This design comes from an exercise in tuning for small area on the open sky130 flow, not from production work. Function was checked by simulation only, so behaviour that the tests miss may differ from the original.

<file path="flow/run.sh">
#!/bin/bash
# The standard layout (standard.sh) with three changes:
#  - plain buffers on the ports (BUFFER_PORTS_ARGS);
#  - clock tree synthesis without dummy loads (buffer list and clustering as
#    in config.mk);
#  - after the standard synthesis, its combinational logic is re-mapped with
#    an area-oriented ABC script (flow/remap.tcl, flow/area.abc). Registers
#    and tie cells keep their instances, names and cell types. If the
#    re-mapping fails, the standard netlist is used unchanged.
# Each tool writes its output to a log of its own in this folder.
cat >> config.mk <<'EOT'
export BUFFER_PORTS_ARGS = -buffer_cell sky130_fd_sc_hd__buf_1
export CTS_ARGS = -sink_clustering_enable -repair_clock_nets -dont_use_dummy_load -buf_list sky130_fd_sc_hd__clkbuf_8 -sink_clustering_size 14 -sink_clustering_max_diameter 80
EOT
R=$PWD/orfs/results/$FLOW_PLATFORM/spi_seq/base
bash standard.sh synth > standard_synth.log 2>&1
if [[ -f $R/1_2_yosys.v ]]; then
  cp $R/1_2_yosys.v $R/1_2_yosys_std.v
  YOSYS=$FLOW_HOME/../tools/install/yosys/bin/yosys
  [[ -x $YOSYS ]] || YOSYS=yosys
  if REMAP_IN=$R/1_2_yosys_std.v REMAP_OUT=$R/1_2_yosys_remap.v \
     REMAP_LIB=$FLOW_HOME/platforms/$FLOW_PLATFORM/lib/sky130_fd_sc_hd__tt_025C_1v80.lib \
     REMAP_ABC=$PWD/flow/area.abc \
     $YOSYS -c flow/remap.tcl > remap.log 2>&1 && [[ -s $R/1_2_yosys_remap.v ]]; then
    cp $R/1_2_yosys_remap.v $R/1_2_yosys.v
    touch $R/1_2_yosys.v
  fi
fi
bash standard.sh > standard.log 2>&1
</file>
<file path="flow/area.abc">
&get -n
&st
&syn2
&dch -f
&nf -a -R 1000
&put
mfs2
strash
&get -n
&st
&syn2
&dch -f
&nf -a -R 1000
&put
mfs2
strash
&get -n
&st
&dch -f
&nf -a -R 1000
&put
mfs2
strash
&get -n
&st
&syn2
&dch -f
&nf -a -R 1000
&put
mfs2
strash
&get -n
&st
&syn2
&dch -f
&nf -a -R 1000
&put
mfs2
strash
&get -n
&st
&dch -f
&nf -a -R 1000
&put
</file>
<file path="flow/remap.tcl">
# Re-map the combinational logic of the standard synthesis netlist with an
# area-oriented ABC script. Registers (and tie cells) are kept as they are:
# same instances, names and cell types. Usage (yosys -c):
#   REMAP_IN, REMAP_OUT, REMAP_LIB, REMAP_ABC in the environment.
yosys read_liberty -ignore_miss_func $::env(REMAP_LIB)
yosys read_verilog $::env(REMAP_IN)
yosys hierarchy -top spi_seq
set fh [open $::env(REMAP_IN) r]
set text [read $fh]
close $fh
set keep {}
foreach c [lsort -unique [regexp -all -inline {sky130_fd_sc_hd__\w+} $text]] {
  if {[regexp {__(e?dfx|df|sdf|sedf|dl|conb)} $c]} { lappend keep $c }
}
foreach c $keep { yosys setattr -mod -set keep_hierarchy 1 $c }
yosys flatten
yosys opt_clean
yosys abc -liberty $::env(REMAP_LIB) -script $::env(REMAP_ABC) -dont_use sky130_fd_sc_hd__probe_p_8 -dont_use sky130_fd_sc_hd__probec_p_8 -dont_use sky130_fd_sc_hd__lpflow_*
yosys opt_clean -purge
yosys hilomap -singleton -hicell sky130_fd_sc_hd__conb_1 HI -locell sky130_fd_sc_hd__conb_1 LO
yosys splitnets
yosys opt_clean -purge
yosys insbuf -buf sky130_fd_sc_hd__buf_4 A X
yosys setattr -mod -unset keep_hierarchy
yosys select spi_seq
yosys write_verilog -noattr -nohex -nodec -selected $::env(REMAP_OUT).tmp.v
yosys design -reset
yosys read_liberty -lib $::env(REMAP_LIB)
yosys read_verilog $::env(REMAP_OUT).tmp.v
yosys hierarchy -check -top spi_seq
yosys stat -liberty $::env(REMAP_LIB)
yosys check -assert -mapped
yosys write_verilog -noattr -nohex -nodec $::env(REMAP_OUT)
</file>
<file path="standard.sh">
#!/bin/bash
# synth_recipe.tcl (not shown) runs the flow's synth.tcl, then flattens the netlist and writes it again
# the make line also repeats each setting of config.mk as NAME=value (left out here)
make -C /OpenROAD-flow-scripts/flow DESIGN_CONFIG=/design/flow/config.mk WORK_HOME=/design/flow/orfs CLKGATE_MAP_FILE= SYNTH_SCRIPT=/design/flow/synth_recipe.tcl "${@:-finish}"
</file>
<file path="config.mk">
export PLATFORM = sky130hd
export DESIGN_NAME = spi_seq
export DESIGN_NICKNAME = spi_seq
export VERILOG_FILES = /design/flow/design.v
export SDC_FILE = /design/flow/constraint.sdc
export NUM_CORES = 4
export LEC_CHECK = 0
export CAP_MARGIN = 20
export CELL_PAD_IN_SITES_DETAIL_PLACEMENT = 0
export CELL_PAD_IN_SITES_GLOBAL_PLACEMENT = 0
export CORE_MARGIN = 2
export CORE_UTILIZATION = 50
export CTS_BUF_LIST = sky130_fd_sc_hd__clkbuf_8
export CTS_CLUSTER_DIAMETER = 80
export CTS_CLUSTER_SIZE = 14
export PLACE_DENSITY = 0.65
export SLEW_MARGIN = 20
export SYNTH_HIERARCHICAL = 1
export SYNTH_MINIMUM_KEEP_SIZE = 0
export BUFFER_PORTS_ARGS = -buffer_cell sky130_fd_sc_hd__buf_1
export CTS_ARGS = -sink_clustering_enable -repair_clock_nets -dont_use_dummy_load -buf_list sky130_fd_sc_hd__clkbuf_8 -sink_clustering_size 14 -sink_clustering_max_diameter 80
</file>
<file path="constraint.sdc">
create_clock -name core_clock -period 20.0 [get_ports {clk}]
set_input_delay 4.0000 -clock core_clock [delete_from_list [all_inputs] [get_ports {clk}]]
set_output_delay 4.0000 -clock core_clock [all_outputs]
set_load 0.01 [all_outputs]
</file>
<file path="design.v">
module spi_seq (
    input  wire        clk,
    input  wire        rst,
    input  wire        reg_we,
    input  wire [3:0]  reg_addr,
    input  wire [31:0] reg_wdata,
    output reg  [31:0] reg_rdata,
    output wire        cmd_ready,
    output wire        irq,
    output reg         cs_n,
    output reg         dc,
    output reg         rst_n,
    output reg         tx_req,
    output reg  [5:0]  tx_len,
    input  wire        tx_ack,
    input  wire        tx_err,
    input  wire [4:0]  tb_addr,
    output reg  [7:0]  tb_data,
    output reg         tmr_req,
    output reg  [15:0] tmr_ms,
    input  wire        tmr_done
);
    localparam T_RESET_RECOVERY_MS = 16'd120;
    localparam T_POST_INIT_MS      = 16'd100;
    localparam T_SLEEP_IN_MS       = 16'd5;
    localparam T_SLEEP_OUT_MS      = 16'd120;
    localparam T_SLPOUT_INIT_MS    = 16'd120;
    localparam S_UNINIT = 3'd0, S_RESETTING = 3'd1, S_INITIALIZING = 3'd2,
               S_READY = 3'd3, S_FLUSHING = 3'd4, S_SLEEPING = 3'd5, S_CLOSED = 3'd6;
    localparam OP_INIT = 8'h01, OP_WP = 8'h02, OP_DI = 8'h03, OP_CLEAR = 8'h04,
               OP_FLUSH = 8'h05, OP_SLEEP = 8'h06, OP_WAKE = 8'h07, OP_CLOSE = 8'h08;
    localparam R_OK = 3'd0, R_OOB = 3'd1, R_TERR = 3'd2, R_INITERR = 3'd3,
               R_CLOSED = 3'd4, R_FLUSHERR = 3'd5, R_INVSTATE = 3'd6, R_ILLEGAL = 3'd7;
    localparam PH_NONE = 2'd0, PH_XY = 2'd1, PH_WH = 2'd2, PH_DATA = 2'd3;
    localparam E_IDLE = 3'd0, E_DISPATCH = 3'd1, E_RUN = 3'd2, E_XWAIT = 3'd3,
               E_DWAIT = 3'd4, E_STAGE = 3'd5;
    reg [15:0] pb [0:63];                 
    reg [2:0]  state;
    reg        locked;
    reg [2:0]  result;
    reg [7:0]  last_op;
    reg        close_pending;
    reg        done_ie;
    reg        int_done, int_err;
    reg        dw_valid;
    reg [2:0]  dw_x0, dw_y0, dw_x1, dw_y1;
    reg [1:0]  cfg_orient;
    reg        cfg_bgr, cfg_inv;
    reg [2:0]  chunks_issued, chunks_total;
    reg [1:0]  phase;
    reg [7:0]  op;                        
    reg [15:0] hd;                        
    reg        hill;                      
    reg [2:0]  ox, oy;                    
    reg        inb;                       
    reg        dnz;                       
    reg [2:0]  ey;                        
    reg [15:0] rx;                        
    reg [15:0] ry;                        
    reg [2:0]  col, row;                  
    reg [2:0]  est;
    wire       busy = (est != E_IDLE);
    reg [4:0]  pc;
    reg [3:0]  stg_j;                     
    wire [7:0] w_op   = reg_wdata[31:24];
    wire cmd_wr  = reg_we && (reg_addr == 4'd0);
    wire cmd_acc = cmd_wr && !busy;
    wire ctrl_wr = reg_we && (reg_addr == 4'd2);
    wire int_wr  = reg_we && (reg_addr == 4'd3);
    wire close_wr = ctrl_wr && reg_wdata[1];
    wire close_now = close_pending || close_wr;
    function illegal_hdr(input [31:0] h);
        begin
            case (h[31:24])
                OP_INIT:            illegal_hdr = (h[23:20] != 4'd0);
                OP_WP, OP_CLEAR:    illegal_hdr = (h[23:16] != 8'd0);
                OP_DI, OP_FLUSH, OP_SLEEP, OP_WAKE, OP_CLOSE:
                                    illegal_hdr = (h[23:0] != 24'd0);
                default:            illegal_hdr = 1'b1;
            endcase
        end
    endfunction
    function valid_in(input [7:0] o, input [2:0] s);
        begin
            case (o)
                OP_INIT:                 valid_in = (s == S_UNINIT);
                OP_WP, OP_DI, OP_CLEAR:  valid_in = (s == S_READY) || (s == S_SLEEPING);
                OP_FLUSH, OP_SLEEP:      valid_in = (s == S_READY);
                OP_WAKE:                 valid_in = (s == S_SLEEPING);
                OP_CLOSE:                valid_in = (s != S_CLOSED);
                default:                 valid_in = 1'b0;
            endcase
        end
    endfunction
    wire [2:0] base =
        (state == S_CLOSED) ? R_CLOSED :
        hill                ? R_ILLEGAL :
        (state == S_UNINIT && op != OP_INIT && op != OP_CLOSE) ? R_INITERR :
        !valid_in(op, state) ? R_INVSTATE : R_OK;
    wire [15:0] wh_w = reg_wdata[15:0];
    wire [15:0] wh_h = reg_wdata[31:16];
    wire [4:0]  wh_xe = {2'd0, ox} + {1'b0, wh_w[3:0]};
    wire [4:0]  wh_ye = {2'd0, oy} + {1'b0, wh_h[3:0]};
    wire di_inb = inb && (wh_w[15:4] == 12'd0) && (wh_h[15:4] == 12'd0) &&
                  (wh_xe <= 5'd8) && (wh_ye <= 5'd8);
    wire        wh_nz = (wh_w != 16'd0) && (wh_h != 16'd0);
    wire [15:0] wd = hd[15:0];
    wire rx_ge2 = (rx[15:2] != 14'd0) || (rx[1:0] == 2'd3);
    wire rx_is1 = (rx == 16'd2);
    wire rx_is0 = (rx == 16'd1);
    wire wm1_is0 = (wd == 16'd1);
    wire ry_is0 = (ry == 16'd1);
    wire ry_is1 = (ry == 16'd2);
    wire di_last = (ry_is0 && !rx_ge2) || (ry_is1 && rx_is0 && wm1_is0);
    wire [15:0] rx_base = rx_ge2 ? rx : wd;
    wire [1:0]  rx_dec  = rx_ge2 ? 2'd2 : (rx_is1 || wm1_is0) ? 2'd0 : 2'd1;
    wire [15:0] rx_next = rx_base - {14'd0, rx_dec};
    wire [1:0]  ry_dec  = rx_ge2 ? 2'd0 : (rx_is0 && wm1_is0) ? 2'd2 : 2'd1;
    wire [15:0] ry_next = ry - {14'd0, ry_dec};
    wire [2:0]  ex = op[0] ? ox + wd[2:0] - 3'd1 : ox;    
    wire [2:0]  col_next = rx_ge2 ? col + 3'd2 : (rx_is0 && !wm1_is0) ? ox + 3'd1 : ox;
    wire [2:0]  row_next = row + {1'b0, ry_dec};
    wire [2:0]  p1_col = rx_is0 ? ox : col + 3'd1;
    wire [2:0]  p1_row = rx_is0 ? row + 3'd1 : row;
    wire in_data = (phase == PH_DATA) && cmd_acc;
    wire di_we0 = in_data && (base == R_OK) && inb;
    wire di_we1 = di_we0 && !(ry_is0 && rx_is0);
    wire [2:0] fl_hm = dw_y1 - dw_y0;
    reg  [5:0] fl_npm1;
    always @(*) begin
        case ({dw_x1 - dw_x0, fl_hm})
            6'o00: fl_npm1 = 6'd0;
            6'o01: fl_npm1 = 6'd1;
            6'o02: fl_npm1 = 6'd2;
            6'o03: fl_npm1 = 6'd3;
            6'o04: fl_npm1 = 6'd4;
            6'o05: fl_npm1 = 6'd5;
            6'o06: fl_npm1 = 6'd6;
            6'o07: fl_npm1 = 6'd7;
            6'o10: fl_npm1 = 6'd1;
            6'o11: fl_npm1 = 6'd3;
            6'o12: fl_npm1 = 6'd5;
            6'o13: fl_npm1 = 6'd7;
            6'o14: fl_npm1 = 6'd9;
            6'o15: fl_npm1 = 6'd11;
            6'o16: fl_npm1 = 6'd13;
            6'o17: fl_npm1 = 6'd15;
            6'o20: fl_npm1 = 6'd2;
            6'o21: fl_npm1 = 6'd5;
            6'o22: fl_npm1 = 6'd8;
            6'o23: fl_npm1 = 6'd11;
            6'o24: fl_npm1 = 6'd14;
            6'o25: fl_npm1 = 6'd17;
            6'o26: fl_npm1 = 6'd20;
            6'o27: fl_npm1 = 6'd23;
            6'o30: fl_npm1 = 6'd3;
            6'o31: fl_npm1 = 6'd7;
            6'o32: fl_npm1 = 6'd11;
            6'o33: fl_npm1 = 6'd15;
            6'o34: fl_npm1 = 6'd19;
            6'o35: fl_npm1 = 6'd23;
            6'o36: fl_npm1 = 6'd27;
            6'o37: fl_npm1 = 6'd31;
            6'o40: fl_npm1 = 6'd4;
            6'o41: fl_npm1 = 6'd9;
            6'o42: fl_npm1 = 6'd14;
            6'o43: fl_npm1 = 6'd19;
            6'o44: fl_npm1 = 6'd24;
            6'o45: fl_npm1 = 6'd29;
            6'o46: fl_npm1 = 6'd34;
            6'o47: fl_npm1 = 6'd39;
            6'o50: fl_npm1 = 6'd5;
            6'o51: fl_npm1 = 6'd11;
            6'o52: fl_npm1 = 6'd17;
            6'o53: fl_npm1 = 6'd23;
            6'o54: fl_npm1 = 6'd29;
            6'o55: fl_npm1 = 6'd35;
            6'o56: fl_npm1 = 6'd41;
            6'o57: fl_npm1 = 6'd47;
            6'o60: fl_npm1 = 6'd6;
            6'o61: fl_npm1 = 6'd13;
            6'o62: fl_npm1 = 6'd20;
            6'o63: fl_npm1 = 6'd27;
            6'o64: fl_npm1 = 6'd34;
            6'o65: fl_npm1 = 6'd41;
            6'o66: fl_npm1 = 6'd48;
            6'o67: fl_npm1 = 6'd55;
            6'o70: fl_npm1 = 6'd7;
            6'o71: fl_npm1 = 6'd15;
            6'o72: fl_npm1 = 6'd23;
            6'o73: fl_npm1 = 6'd31;
            6'o74: fl_npm1 = 6'd39;
            6'o75: fl_npm1 = 6'd47;
            6'o76: fl_npm1 = 6'd55;
            6'o77: fl_npm1 = 6'd63;
            default: fl_npm1 = 6'd0;
        endcase
    end
    wire       last_chunk = (chunks_issued == chunks_total);
    wire [3:0] stg_last = last_chunk ? fl_npm1[3:0] : 4'd15;
    wire [7:0] madctl = (cfg_orient == 2'd0 ? 8'h00 :
                         cfg_orient == 2'd1 ? 8'h60 :
                         cfg_orient == 2'd2 ? 8'hC0 : 8'hA0) | {4'd0, cfg_bgr, 3'd0};
    assign irq = done_ie & int_done;
    assign cmd_ready = !busy;
    wire [2:0] fl_wm = dw_x1 - dw_x0;
    wire [1:0] cur_chunk = chunks_issued[1:0] - 2'd1;
    wire [5:0] rd_n = {cur_chunk, tb_addr[4:1]};
    wire [3:0] rd_w = {1'b0, fl_wm} + 4'd1;
    reg  [5:0] rd_m [1:7];
    reg  [2:0] rd_q;
    reg  [5:0] rd_mq;
    integer mk;
    always @(*) begin
        rd_q = 3'd0;
        rd_mq = 6'd0;
        for (mk = 1; mk < 8; mk = mk + 1) begin
            case (fl_wm)
                3'd0: rd_m[mk] = 6'd1 * mk;
                3'd1: rd_m[mk] = 6'd2 * mk;
                3'd2: rd_m[mk] = 6'd3 * mk;
                3'd3: rd_m[mk] = 6'd4 * mk;
                3'd4: rd_m[mk] = 6'd5 * mk;
                3'd5: rd_m[mk] = 6'd6 * mk;
                3'd6: rd_m[mk] = 6'd7 * mk;
                default: rd_m[mk] = 6'd8 * mk;
            endcase
            if (rd_n >= rd_m[mk]) begin
                rd_q = mk;
                rd_mq = rd_m[mk];
            end
        end
    end
    wire [5:0] rd_rr = rd_n - rd_mq;
    wire [2:0] rd_r = rd_rr[2:0];
    wire [2:0]  rd_row = dw_y0 + rd_q;
    wire [2:0]  rd_col = dw_x0 + rd_r;
    wire [127:0] rd_sel = 128'd1 << {rd_row, rd_col, tb_addr[0]};
    wire [7:0]   rd_byte;
    genvar gb, gg;
    generate
        for (gb = 0; gb < 8; gb = gb + 1) begin : rd_bit
            wire [127:0] v;
            wire [42:0]  t;
            for (gg = 0; gg < 64; gg = gg + 1) begin : px
                assign v[2 * gg]     = pb[gg][8 + gb];
                assign v[2 * gg + 1] = pb[gg][gb];
            end
            for (gg = 0; gg < 42; gg = gg + 1) begin : grp
                spi_seq_aoi3 u_aoi (.s(rd_sel[3 * gg +: 3]), .d(v[3 * gg +: 3]), .y(t[gg]));
            end
            spi_seq_aoi2 u_aoi2 (.s(rd_sel[127:126]), .d(v[127:126]), .y(t[42]));
            assign rd_byte[gb] = !(&t);
        end
    endgenerate
    always @(*) begin
        tb_data = 8'h00;
        if (!op[2]) begin                
            case (pc[3:0])
                4'd7:    tb_data = 8'h11;
                4'd9:    tb_data = 8'h3A;
                4'd10:   tb_data = 8'h05;
                4'd11:   tb_data = 8'h36;
                4'd12:   tb_data = madctl;
                4'd13:   tb_data = cfg_inv ? 8'h21 : 8'h20;
                default: tb_data = 8'h29;
            endcase
        end else if (op[1]) begin        
            tb_data = op[0] ? 8'h11 : 8'h10;
        end else begin                   
            case (pc[3:0])
                4'd4:    tb_data = 8'h2A;
                4'd5:    tb_data = tb_addr[0] ? {5'd0, tb_addr[1] ? dw_x1 : dw_x0} : 8'h00;
                4'd6:    tb_data = 8'h2B;
                4'd7:    tb_data = tb_addr[0] ? {5'd0, tb_addr[1] ? dw_y1 : dw_y0} : 8'h00;
                4'd8:    tb_data = 8'h2C;
                default: tb_data = rd_byte;
            endcase
        end
    end
    wire [31:0] status = {5'd0, rst_n, dc, cs_n, 1'b0, (phase != PH_NONE), close_pending, tx_req,
                          last_op, 1'b0, result, locked, dw_valid, !busy, busy, 1'b0, state};
    always @(*) begin
        case (reg_addr)
            4'd1:    reg_rdata = status;
            4'd2:    reg_rdata = {31'd0, done_ie};
            4'd3:    reg_rdata = {30'd0, int_err, int_done};
            4'd4:    reg_rdata = {13'd0, dw_y0, 13'd0, dw_x0};
            4'd5:    reg_rdata = {13'd0, dw_y1, 13'd0, dw_x1};
            4'd6:    reg_rdata = {16'd8, 16'd8};
            4'd7:    reg_rdata = {28'd0, cfg_inv, cfg_bgr, cfg_orient};
            4'd8:    reg_rdata = {13'd0, chunks_total, 13'd0, chunks_issued};
            4'd9:    reg_rdata = 32'd32;
            default: reg_rdata = 32'd0;
        endcase
    end
    wire        abandon = busy && close_now && !tx_req;
    wire        in_disp = (est == E_DISPATCH);
    wire        disp_ok = in_disp && !abandon && !rst && (base == R_OK);
    wire        pb_clr  = disp_ok && (op == OP_CLEAR);
    wire        pb_wp   = disp_ok && (op == OP_WP) && inb;
    wire        wa_en   = pb_wp || di_we0;
    wire [5:0]  wa_addr = {row, col};
    wire [15:0] wa_data = in_disp ? hd[15:0] : reg_wdata[15:0];
    wire [5:0]  wb_addr = {p1_row, p1_col};
    reg  [15:0] wbus [0:3];
    integer k;
    always @(*) begin
        for (k = 0; k < 4; k = k + 1)
            wbus[k] = (in_disp || {row[0], col[0]} == k) ? wa_data : reg_wdata[31:16];
    end
    integer i;
    always @(posedge clk) begin
        for (i = 0; i < 64; i = i + 1) begin
            if (pb_clr || (wa_en && wa_addr == i) || (di_we1 && wb_addr == i))
                pb[i] <= wbus[{i[3], i[0]}];
        end
    end
    task complete(input [2:0] code);
        begin
            result   <= code;
            last_op  <= op;
            int_done <= 1'b1;
            if (code != R_OK) int_err <= 1'b1;
            est      <= E_IDLE;
        end
    endtask
    task start_xfer(input [5:0] len, input data_mode);
        begin
            dc       <= data_mode;
            tx_len   <= len;
            tx_req   <= 1'b1;
            est      <= E_XWAIT;
            pc       <= pc + 5'd1;
        end
    endtask
    task start_delay(input [15:0] ms);
        begin
            pc <= pc + 5'd1;
            if (ms != 16'd0) begin
                tmr_req <= 1'b1;
                tmr_ms  <= ms;
                est     <= E_DWAIT;
            end
        end
    endtask
    task close_out;
        begin
            tmr_req <= 1'b0;
            cs_n    <= 1'b1;
            locked  <= 1'b0;
            rst_n   <= 1'b1;
            state   <= S_CLOSED;
            close_pending <= 1'b0;
            complete(R_CLOSED);
        end
    endtask
    task fail_frame;
        begin
            cs_n   <= 1'b1;
            locked <= 1'b0;
            case (op)
                OP_INIT:  begin state <= S_UNINIT; complete(R_INITERR); end
                OP_FLUSH: begin state <= S_READY;  complete(R_FLUSHERR); end
                default:  complete(R_TERR);
            endcase
        end
    endtask
    always @(posedge clk) begin
        if (rst) begin
            state <= S_UNINIT; locked <= 1'b0;
            result <= R_OK; last_op <= 8'd0; close_pending <= 1'b0;
            done_ie <= 1'b0; int_done <= 1'b0; int_err <= 1'b0;
            dw_valid <= 1'b0; dw_x0 <= 3'd0; dw_y0 <= 3'd0; dw_x1 <= 3'd0; dw_y1 <= 3'd0;
            cfg_orient <= 2'd0; cfg_bgr <= 1'b0; cfg_inv <= 1'b0;
            chunks_issued <= 3'd0; chunks_total <= 3'd0;
            phase <= PH_NONE;
            est <= E_IDLE;
            cs_n <= 1'b1; dc <= 1'b0; rst_n <= 1'b1;
            tx_req <= 1'b0; tx_len <= 6'd0; tmr_req <= 1'b0; tmr_ms <= 16'd0;
        end else begin
            if (ctrl_wr) done_ie <= reg_wdata[0];
            if (int_wr) begin
                if (reg_wdata[0]) int_done <= 1'b0;
                if (reg_wdata[1]) int_err  <= 1'b0;
            end
            if (close_wr && state != S_CLOSED && !busy) begin
                state <= S_CLOSED;
                if (phase != PH_NONE) begin
                    phase <= PH_NONE;
                    complete(R_CLOSED);
                end
            end else if (close_wr && state != S_CLOSED && busy) begin
                close_pending <= 1'b1;
            end
            if (cmd_acc) begin
                case (phase)
                    PH_NONE: begin
                        op   <= w_op;
                        hd   <= reg_wdata[15:0];
                        ox   <= reg_wdata[18:16];
                        oy[0] <= reg_wdata[19];
                        hill <= illegal_hdr(reg_wdata);
                        if (w_op == OP_WP || w_op == OP_DI) begin
                            phase <= PH_XY;
                        end else begin
                            est <= E_DISPATCH;
                        end
                    end
                    PH_XY: begin
                        ox   <= reg_wdata[2:0];
                        oy   <= reg_wdata[18:16];
                        col  <= reg_wdata[2:0];
                        row  <= reg_wdata[18:16];
                        ey   <= reg_wdata[18:16];
                        dnz  <= 1'b1;
                        inb  <= (reg_wdata[15:3] == 13'd0) && (reg_wdata[31:19] == 13'd0);
                        if (!op[0]) begin    
                            phase <= PH_NONE; est <= E_DISPATCH;
                        end else begin
                            phase <= PH_WH;
                        end
                    end
                    PH_WH: begin
                        inb     <= di_inb;
                        dnz     <= wh_nz;
                        ey      <= oy + wh_h[2:0] - 3'd1;
                        hd[15:0] <= wh_w;
                        rx      <= wh_w;
                        ry      <= wh_h;
                        if (!wh_nz) begin
                            phase <= PH_NONE; est <= E_DISPATCH;
                        end else begin
                            phase <= PH_DATA;
                        end
                    end
                    default: begin  
                        rx  <= rx_next;
                        ry  <= ry_next;
                        col <= col_next;
                        row <= row_next;
                        if (di_last) begin
                            phase <= PH_NONE; est <= E_DISPATCH;
                        end
                    end
                endcase
            end
            if (abandon) begin
                close_out;
            end else begin
                case (est)
                    E_DISPATCH: begin
                        pc <= 5'd1;
                        est <= E_RUN;
                        if (base != R_OK)
                            complete(base);
                        else case (op)
                            OP_WP, OP_DI: begin
                                if (!inb)
                                    complete(R_OOB);
                                else begin
                                    if (dnz) begin
                                        if (!dw_valid) begin
                                            dw_x0 <= ox; dw_y0 <= oy; dw_x1 <= ex; dw_y1 <= ey;
                                        end else begin
                                            if (ox < dw_x0) dw_x0 <= ox;
                                            if (oy < dw_y0) dw_y0 <= oy;
                                            if (ex > dw_x1) dw_x1 <= ex;
                                            if (ey > dw_y1) dw_y1 <= ey;
                                        end
                                        dw_valid <= 1'b1;
                                    end
                                    complete(R_OK);
                                end
                            end
                            OP_CLEAR: begin
                                dw_valid <= 1'b1;
                                dw_x0 <= 3'd0; dw_y0 <= 3'd0;
                                dw_x1 <= 3'd7; dw_y1 <= 3'd7;
                                complete(R_OK);
                            end
                            OP_CLOSE: begin
                                cs_n <= 1'b1; locked <= 1'b0; rst_n <= 1'b1;
                                state <= S_CLOSED;
                                complete(R_OK);
                            end
                            OP_INIT: begin
                                cfg_orient <= ox[1:0];
                                cfg_bgr    <= ox[2];
                                cfg_inv    <= oy[0];
                                state      <= S_RESETTING;
                                rst_n      <= 1'b0;
                            end
                            OP_FLUSH: begin
                                chunks_issued <= 3'd0;
                                chunks_total  <= 3'd0;
                                if (!dw_valid)
                                    complete(R_OK);
                                else
                                    state <= S_FLUSHING;
                            end
                            default: ;  
                        endcase
                    end
                    E_RUN: begin
                        case (op)
                            OP_INIT: case (pc)
                                5'd1:  start_delay(hd[15:0]);
                                5'd2:  begin rst_n <= 1'b1; pc <= pc + 5'd1; end
                                5'd3:  start_delay(T_RESET_RECOVERY_MS);
                                5'd4:  begin state <= S_INITIALIZING; locked <= 1'b1; pc <= pc + 5'd1; end
                                5'd5:  begin cs_n <= 1'b0; pc <= pc + 5'd1; end
                                5'd6:  start_xfer(6'd1, 1'b0);
                                5'd7:  start_delay(T_SLPOUT_INIT_MS);
                                5'd8:  start_xfer(6'd1, 1'b0);
                                5'd9:  start_xfer(6'd1, 1'b1);
                                5'd10: start_xfer(6'd1, 1'b0);
                                5'd11: start_xfer(6'd1, 1'b1);
                                5'd12: start_xfer(6'd1, 1'b0);
                                5'd13: start_xfer(6'd1, 1'b0);
                                5'd14: begin cs_n <= 1'b1; pc <= pc + 5'd1; end
                                5'd15: begin locked <= 1'b0; pc <= pc + 5'd1; end
                                5'd16: start_delay(T_POST_INIT_MS);
                                default: begin state <= S_READY; complete(R_OK); end
                            endcase
                            OP_FLUSH: case (pc)
                                5'd1:  begin locked <= 1'b1; pc <= pc + 5'd1; end
                                5'd2:  begin cs_n <= 1'b0; pc <= pc + 5'd1; end
                                5'd3:  start_xfer(6'd1, 1'b0);
                                5'd4:  start_xfer(6'd4, 1'b1);
                                5'd5:  start_xfer(6'd1, 1'b0);
                                5'd6:  start_xfer(6'd4, 1'b1);
                                5'd7:  start_xfer(6'd1, 1'b0);
                                5'd8: begin
                                    chunks_total <= {1'b0, fl_npm1[5:4]} + 3'd1;
                                    dc <= 1'b1;
                                    pc <= pc + 5'd1;
                                end
                                5'd9: begin
                                    if (last_chunk)
                                        pc <= pc + 5'd1;
                                    else begin
                                        chunks_issued <= chunks_issued + 3'd1;
                                        stg_j <= 4'd0;
                                        est <= E_STAGE;
                                    end
                                end
                                5'd10: begin cs_n <= 1'b1; pc <= pc + 5'd1; end
                                default: begin
                                    locked <= 1'b0;
                                    dw_valid <= 1'b0;
                                    dw_x0 <= 3'd0; dw_y0 <= 3'd0; dw_x1 <= 3'd0; dw_y1 <= 3'd0;
                                    state <= S_READY;
                                    complete(R_OK);
                                end
                            endcase
                            default: case (pc)  
                                5'd1:  begin locked <= 1'b1; pc <= pc + 5'd1; end
                                5'd2:  begin cs_n <= 1'b0; pc <= pc + 5'd1; end
                                5'd3:  start_xfer(6'd1, 1'b0);
                                5'd4:  begin cs_n <= 1'b1; pc <= pc + 5'd1; end
                                5'd5:  begin locked <= 1'b0; pc <= pc + 5'd1; end
                                5'd6:  start_delay((op == OP_SLEEP) ? T_SLEEP_IN_MS : T_SLEEP_OUT_MS);
                                default: begin
                                    state <= (op == OP_SLEEP) ? S_SLEEPING : S_READY;
                                    complete(R_OK);
                                end
                            endcase
                        endcase
                    end
                    E_STAGE: begin
                        stg_j <= stg_j + 4'd1;
                        if (stg_j == stg_last) begin
                            tx_len <= {stg_last + 5'd1, 1'b0};
                            tx_req <= 1'b1;
                            est    <= E_XWAIT;
                        end
                    end
                    E_XWAIT: begin
                        if (tx_ack) begin
                            tx_req <= 1'b0;
                            if (close_now)
                                close_out;
                            else if (tx_err)
                                fail_frame;
                            else
                                est <= E_RUN;
                        end
                    end
                    E_DWAIT: begin
                        if (tmr_done) begin
                            tmr_req <= 1'b0;
                            est <= E_RUN;
                        end
                    end
                    default: ;
                endcase
            end
        end
    end
endmodule
module spi_seq_aoi3 (input wire [2:0] s, input wire [2:0] d, output wire y);
    assign y = !((s[0] & d[0]) | (s[1] & d[1]) | (s[2] & d[2]));
endmodule
module spi_seq_aoi2 (input wire [1:0] s, input wire [1:0] d, output wire y);
    assign y = !((s[0] & d[0]) | (s[1] & d[1]));
endmodule
</file>
==> impl_metrics.env <==
export IMPL_cts_tree="yes"
export IMPL_p_int_uw=3160
export IMPL_crit_family="simple AND/OR/NAND/NOR gates"
export IMPL_coreArea_sq_um=95000
export IMPL_worst_pin_slew_ps=1370
export IMPL_drc=0
export IMPL_place_hpwl_um=164000
export IMPL_leakage_uw=0.0171
export IMPL_syn_to_final_growth_pct=13.3
export IMPL_gr_total_overflow=0
export IMPL_routed_wirelength_um=247000
export IMPL_top_layer="met5"
export IMPL_routed_via_count=40700
export IMPL_worst_slack_ps=3130
export IMPL_r2r_setup_slack_ps=14050
export IMPL_grt_use_total_pct=49.5
export IMPL_cpMaxStageDelayCell="nor3_1"
export IMPL_rsz0062_at_grt="no"
export IMPL_cp_max_fo=13
export IMPL_p_per_area_nw_per_um2=75.8
export IMPL_r2r_end="pb[63][8]"
export IMPL_wl_per_cell_um=48.1
export IMPL_antenna_found_initial=39
export IMPL_root_buffer="clkbuf_8"
export IMPL_fp_dieW_um=314
export IMPL_clock_sinks=1181
export IMPL_worstReg2RegStart="op[6]"
export IMPL_cp_start_kind="primary input"
export IMPL_cts_resized=0
export IMPL_arrival_ps=12870
export IMPL_hold_path_end="tx_len[1]"
export IMPL_setup_tns_ps=0
export IMPL_cts_buffer_depth=3
export IMPL_cts_buffers=96
export IMPL_maxCapViolations=0
export IMPL_rows=113
export IMPL_postCtsSetupBuffers=0
export IMPL_crit_top_cell="nor2_1"
export IMPL_nets=3890
export IMPL_fin_skew_ps=99.9
export IMPL_firstDrtPassIters=13
export IMPL_period_share_pct=84.4
export IMPL_clk_insertion_delay_late_ps=840
export IMPL_vdd_drop_max_v=0.0000591
export IMPL_min_period_ps=16870
export IMPL_syn_avg_cell_area_sq_um=14.1
export IMPL_p_seq_share_pct=65.5
export IMPL_routabilityCongestion=1.14
export IMPL_htree_num_levels=3
export IMPL_start_util_pct=50.5
export IMPL_end_kind="output port"
export IMPL_netlist_area_sq_um=48000
export IMPL_dieArea_sq_um=98500
export IMPL_ctsHoldBuffers=0
export IMPL_layout_drive_gt1_share_pct=14.4
export IMPL_synthCells=3396
export IMPL_antenna_left=0
export IMPL_grt_pass1_vias=35700
export IMPL_worstRegToRegCells=11
export IMPL_io_buffers=108
export IMPL_max_stage_delay_ps=1040
export IMPL_setup_viol=0
export IMPL_hold_path_class="reg -> reg"
export IMPL_drv_slew=0
export IMPL_p_clk_share_pct=29.7
export IMPL_io_pins=116
export IMPL_p_sw_uw=962
export IMPL_hold_violations=0
export IMPL_wl_met3_um=48200
export IMPL_status="finished clean"
export IMPL_dp_slack_ps=3920
export IMPL_min_delay_start="tx_len[1]"
export IMPL_grt_max_degree=65
export IMPL_path_class="in -> out"
export IMPL_p_total_uw=4120
export IMPL_routed_via_density=7.93
export IMPL_grt_pass1_wl_um=321000
export IMPL_fp_dieH_um=314
export IMPL_fmax_mhz=59.3
export IMPL_initialDrtViolationCount=10700
export IMPL_met1Wirelength_um=82200
export IMPL_num_fill_cells=7705
export IMPL_cp_num_buf_inv=2
export IMPL_clkTransAtPathRegs_ps=90
export IMPL_hold_depth=2
export IMPL_relSlewSlack_pct=8.25
export IMPL_combPwrFrac_pct=4.8
export IMPL_routed_wl_met2_um=94400
export IMPL_worstPathRequired_ps=16000
export IMPL_p_sw_share_pct=23.3
export IMPL_yosys_warnings=10
[flip-flops by register name (all words and copies together) (netlist names), 4 cells and up]
name,flops
hd,16
last_op,8
op,8
pb,1024
pc,5
rx,16
ry,16
stg_j,4
tmr_ms,16
tx_len,6
[area by class of cell]
type / instances / area, sq um / area share [%]
antenna: 31 / 77.6 / 0.143
clock buffer: 96 / 1320 / 2.43
inverter: 28 / 105 / 0.193
multi-input combinational: 2164 / 14100 / 25.9
sequential: 1181 / 34700 / 63.9
tap: 1265 / 1580 / 2.91
timing repair buffer: 372 / 2460 / 4.53
[power by group through the flow]
| stage | combinational [uW] | clock (uW) | sequential, uW |
|---|---|---|---|
| floorplan | 59.4 | 0 | 2750 |
| detailed placement | 179 | 0 | 2750 |
| CTS | 178 | 1200 | 2700 |
| global route | 190 | 1270 | 2700 |
| finish | 199 | 1220 | 2700 |
| global placement | 177 | 0 | 2750 |
[worst max-delay path by stage]
stage,start,endpoint,slack (ps),cells past startpoint
2_1_floorplan,tb_addr[1],tb_data[6],7200,29
3_3_place_gp,tb_addr[1],tb_data[5],3780,28
3_5_place_dp,tb_addr[1],tb_data[6],3920,27
4_1_cts,tb_addr[1],tb_data[6],3940,27
5_1_grt,tb_addr[1],tb_data[3],2920,27
6_report,tb_addr[1],tb_data[3],3130,27
[cell usage in the layout (no fill, tap or decap), types with 74 or more instances in the layout]
cell      instances
nor2_1          250
nand2_1         365
o21ai_0         114
a22oi_1         152
a21oi_1         148
buf_4           257
a222oi_1        204
dfxtp_1          74
nand3_1          98
edfxtp_1       1107
nor2_2           79
clkbuf_8         96
buf_1           107
[through the flow]
stage / utilization [%] / area, sq um / std cells / hold WS, ps
floorplan: - / 48000 / 3402 / 419
global placement: 55.5 / 52800 / 5003 / 432
detailed placement: 55.6 / 52800 / 5005 / 444
CTS: 57.0 / 54200 / 5101 / 464
global route: 57.2 / 54300 / 5112 / 493
finish: 57.2 / 54400 / 5137 / 463
[per-layer routing]
layer / global-route usage, % / up-vias
met5: 3.97 / -
met1: 62.3 / 19700
met2: 64.2 / 4927
li1: - / 14800
met3: 28.4 / 1228
met4: 31.5 / 35
[worst reg2reg max path, stage by stage (launching register included)]
cell      delay (ps)
edfxtp_1         420
nor4_1           610
nor2b_1          580
nand2_1          100
nor4_1           200
a21oi_1           70
a21oi_1          260
nand2b_1         280
a211oi_1         590
nand3_1          830
o221ai_2        1170
buf_4            450

[port drivers added, routing unchanged]
Ports are ideal in the flow. The routed layout listed here was re-timed in OpenROAD.
Step 1 (the two cells are an assumption about what drives the block):
set clk [get_ports {clk}]
set_driving_cell -lib_cell sky130_fd_sc_hd__clkbuf_16 $clk
set_driving_cell -lib_cell sky130_fd_sc_hd__buf_2 [delete_from_list [all_inputs] $clk]
Step 2 also shifts input and output timing later by t, the mid clock arrival at the registers, as if the neighbouring blocks saw the same clock.
Three values: ideal ports, drivers, drivers and shift; two values: the first two.
t, ns: 0.877
setup WS [ns]: 3.128 / 3.066 / 3.066
worst hold slack (ns): 0.463 / 0.463 / 0.463
cell pins on the clock port's net: 1
After both steps setup and hold are still met in this run. The setup slack of this run moves by -0.062 ns with the drivers and by -0.062 ns with both steps.
